Source: an optimization exercise on an open RTL-to-GDS flow (aim: small area, a short achievable clock period and few clock cycles per item). Production flows keep margins and buffers that such runs may drop.
Only simulation tests tie the RTL to the original design; equivalence was not proved.
Power figures rest on the tool's default switching activity, not on a simulated workload.

Design vrtb_ts, start of the top module:
module vrtb_ts (
    input  wire        clk,
    input  wire        rst,
    input  wire        start,
    input  wire        next,
    input  wire [95:0] t0,
    input  wire [63:0] k0,
    input  wire [31:0] blk_size,
    input  wire [31:0] rate,
    output wire        ready,
    output reg         ts_valid,
    output wire [31:0] ts_sec,
    output wire [39:0] ts_frac,
    output wire        ts_err
);
Settings: LEC_CHECK=0, CAP_MARGIN=20, CORE_MARGIN=2, CORE_UTILIZATION=40, SETUP_SLACK_MARGIN=4.5, SLEW_MARGIN=20, TNS_END_PERCENT=0; clock period 8.0 ns.
run.sh (not shown) runs the stock make flow with config.mk's settings and CLKGATE_MAP_FILE= SYNTH_SCRIPT=/design/flow/synth_recipe.tcl, a recipe that flattens the netlist after the stock synthesis.
Testbench counts at the start, summed over its fixed seeds: cycles 3,938, items 1,152.
==> next run, changes <==
--- a/flow/config.mk
+++ b/flow/config.mk
@@ -9,4 +9,5 @@
 export CORE_MARGIN = 2
 export CORE_UTILIZATION = 40
+export PLACE_DENSITY = 0.75
 export SETUP_SLACK_MARGIN = 4.5
 export SLEW_MARGIN = 20
After rerunning: Non-clock buffer count drops by 18. Total power shrinks by 0.81%. Setup slack improves by 40 ps. Final cell count drops by 0.44%. Critical path depth shrinks by 1. Synthesized area stays the same.

* * *

vrtb_ts, a different RTL version from the one above (not shown whole).
Size: ~600 flip-flops.
clock: 8.0 ns
lec_check: 0
cap_margin: 20
core_margin: 2
core_utilization: 40
place_density: 0.7
setup_slack_margin: 4.5
slew_margin: 20
tns_end_percent: 0
Testbench counts at the start, summed over its fixed seeds: cycles 3,984, items 1,152.
Edit:
--- a/flow/config.mk
+++ b/flow/config.mk
@@ -9,5 +9,5 @@
 export CORE_MARGIN = 2
 export CORE_UTILIZATION = 40
-export PLACE_DENSITY = 0.7
+export PLACE_DENSITY = 0.85
 export SETUP_SLACK_MARGIN = 4.5
 export SLEW_MARGIN = 20
The new run produced a clean layout.
Combinational power came out higher by a few percent.
Setup slack degrades by 0.054 ns.
Power came out higher slightly.
Non-clock buffer count came out higher by 10.
Edit:
--- a/flow/config.mk
+++ b/flow/config.mk
@@ -8,6 +8,6 @@
 export CAP_MARGIN = 20
 export CORE_MARGIN = 2
-export CORE_UTILIZATION = 40
-export PLACE_DENSITY = 0.85
+export CORE_UTILIZATION = 50
+export PLACE_DENSITY = 0.75
 export SETUP_SLACK_MARGIN = 4.5
 export SLEW_MARGIN = 20
After rerunning:
- final cell count goes down by 4.5%
- routed wire length drops by 7.6%
- synthesized cell count stays the same
- power is lower by 1.1%
- worst hold slack is about the same
Edit:
--- a/flow/config.mk
+++ b/flow/config.mk
@@ -8,6 +8,5 @@
 export CAP_MARGIN = 20
 export CORE_MARGIN = 2
-export CORE_UTILIZATION = 50
-export PLACE_DENSITY = 0.75
+export CORE_UTILIZATION = 40
 export SETUP_SLACK_MARGIN = 4.5
 export SLEW_MARGIN = 20
The changed run ran to the end with no violations. Total power decreases by about 0.4%. Clock-buffer cell count increases by 12. Critical path depth went up by 4. Global-route usage fell by 4.7 points. Hold slack loses 0.012 ns. Wire length goes up by about 4.4%. Final area went up by 0.86%. Setup slack is worse by 0.13 ns. Fmax is lower by 3.3%.

* * *

vrtb_ts again, from the RTL that the note above started with.
Settings: LEC_CHECK=0, CAP_MARGIN=20, CORE_MARGIN=2, CORE_UTILIZATION=55, SETUP_SLACK_MARGIN=4.5, SLEW_MARGIN=20, TNS_END_PERCENT=0; clock period 8.0 ns.
Testbench counts at the start, summed over its fixed seeds: cycles 3,984, items 1,152.
Then changed:
Settings changed: CORE_UTILIZATION 55 to 40, PLACE_DENSITY from default to 0.75.
Setup slack gets better by 0.11 ns.
Cell area rises slightly.
Maximum frequency rises by a few percent.
Synthesized area is unchanged.
Then changed:
Settings changed: CAP_MARGIN 20 to 10, SLEW_MARGIN 20 to 10.
Result: Critical path depth falls by 1. Utilization hardly moves. Setup slack loses 0.016 ns. Clock-buffer cell count stays the same. Maximum frequency falls by 0.42%. Design area hardly moves. Sequential power barely changes. Synthesized area does not change. Via count stays flat. Sequential cell count is unchanged.

==> re-timing with driven ports <==
The results above use ideal ports. As a check the final layouts listed here were re-extracted and re-timed, cells and wires unchanged.
Step 1 assumes that a clkbuf_16 drives the clock port and a buf_2 every other input.
Step 2 adds t to the input delays and takes it off the output delays; t is the mean of the earliest and latest rising clock arrival at the registers after step 1. Input paths then give back, and output paths get back, about the clock's delay inside the block.
Slacks: no drivers / after step 1 / after step 2; pairs: no drivers / after step 1.
| run | t, ns | slack for setup (ns) | slew at the worst register clock pin (ns) | pins driven straight from the clock port |
|---|---|---|---|---|
| the first run of note 1 | 0.697 | 3.926 / 3.974 / 3.277 | 0.07 / 0.07 | 1 |
| the second run of note 1 | 0.678 | 3.966 / 3.966 / 3.379 | 0.07 / 0.07 | 1 |
| the first run of note 2 | 0.681 | 4.116 / 4.116 / 3.644 | 0.07 / 0.07 | 1 |
| the second run of note 2 | 0.684 | 4.062 / 4.062 / 3.410 | 0.07 / 0.07 | 1 |
| the third run of note 2 | 0.688 | 4.150 / 4.150 / 3.559 | 0.07 / 0.07 | 1 |
| the fourth run of note 2 | 0.681 | 4.019 / 4.019 / 3.558 | 0.06 / 0.06 | 1 |
| the first run of note 3 | 0.667 | 4.001 / 4.001 / 3.550 | 0.06 / 0.06 | 1 |
| the second run of note 3 | 0.683 | 4.115 / 4.115 / 3.530 | 0.07 / 0.07 | 1 |
| the third run of note 3 | 0.685 | 4.099 / 4.099 / 3.528 | 0.07 / 0.07 | 1 |
After both steps setup and hold are still met in every run listed. For the second run of note 2, which loses most, drivers alone change the setup slack by 0.000 ns; drivers and shift together by -0.652 ns.
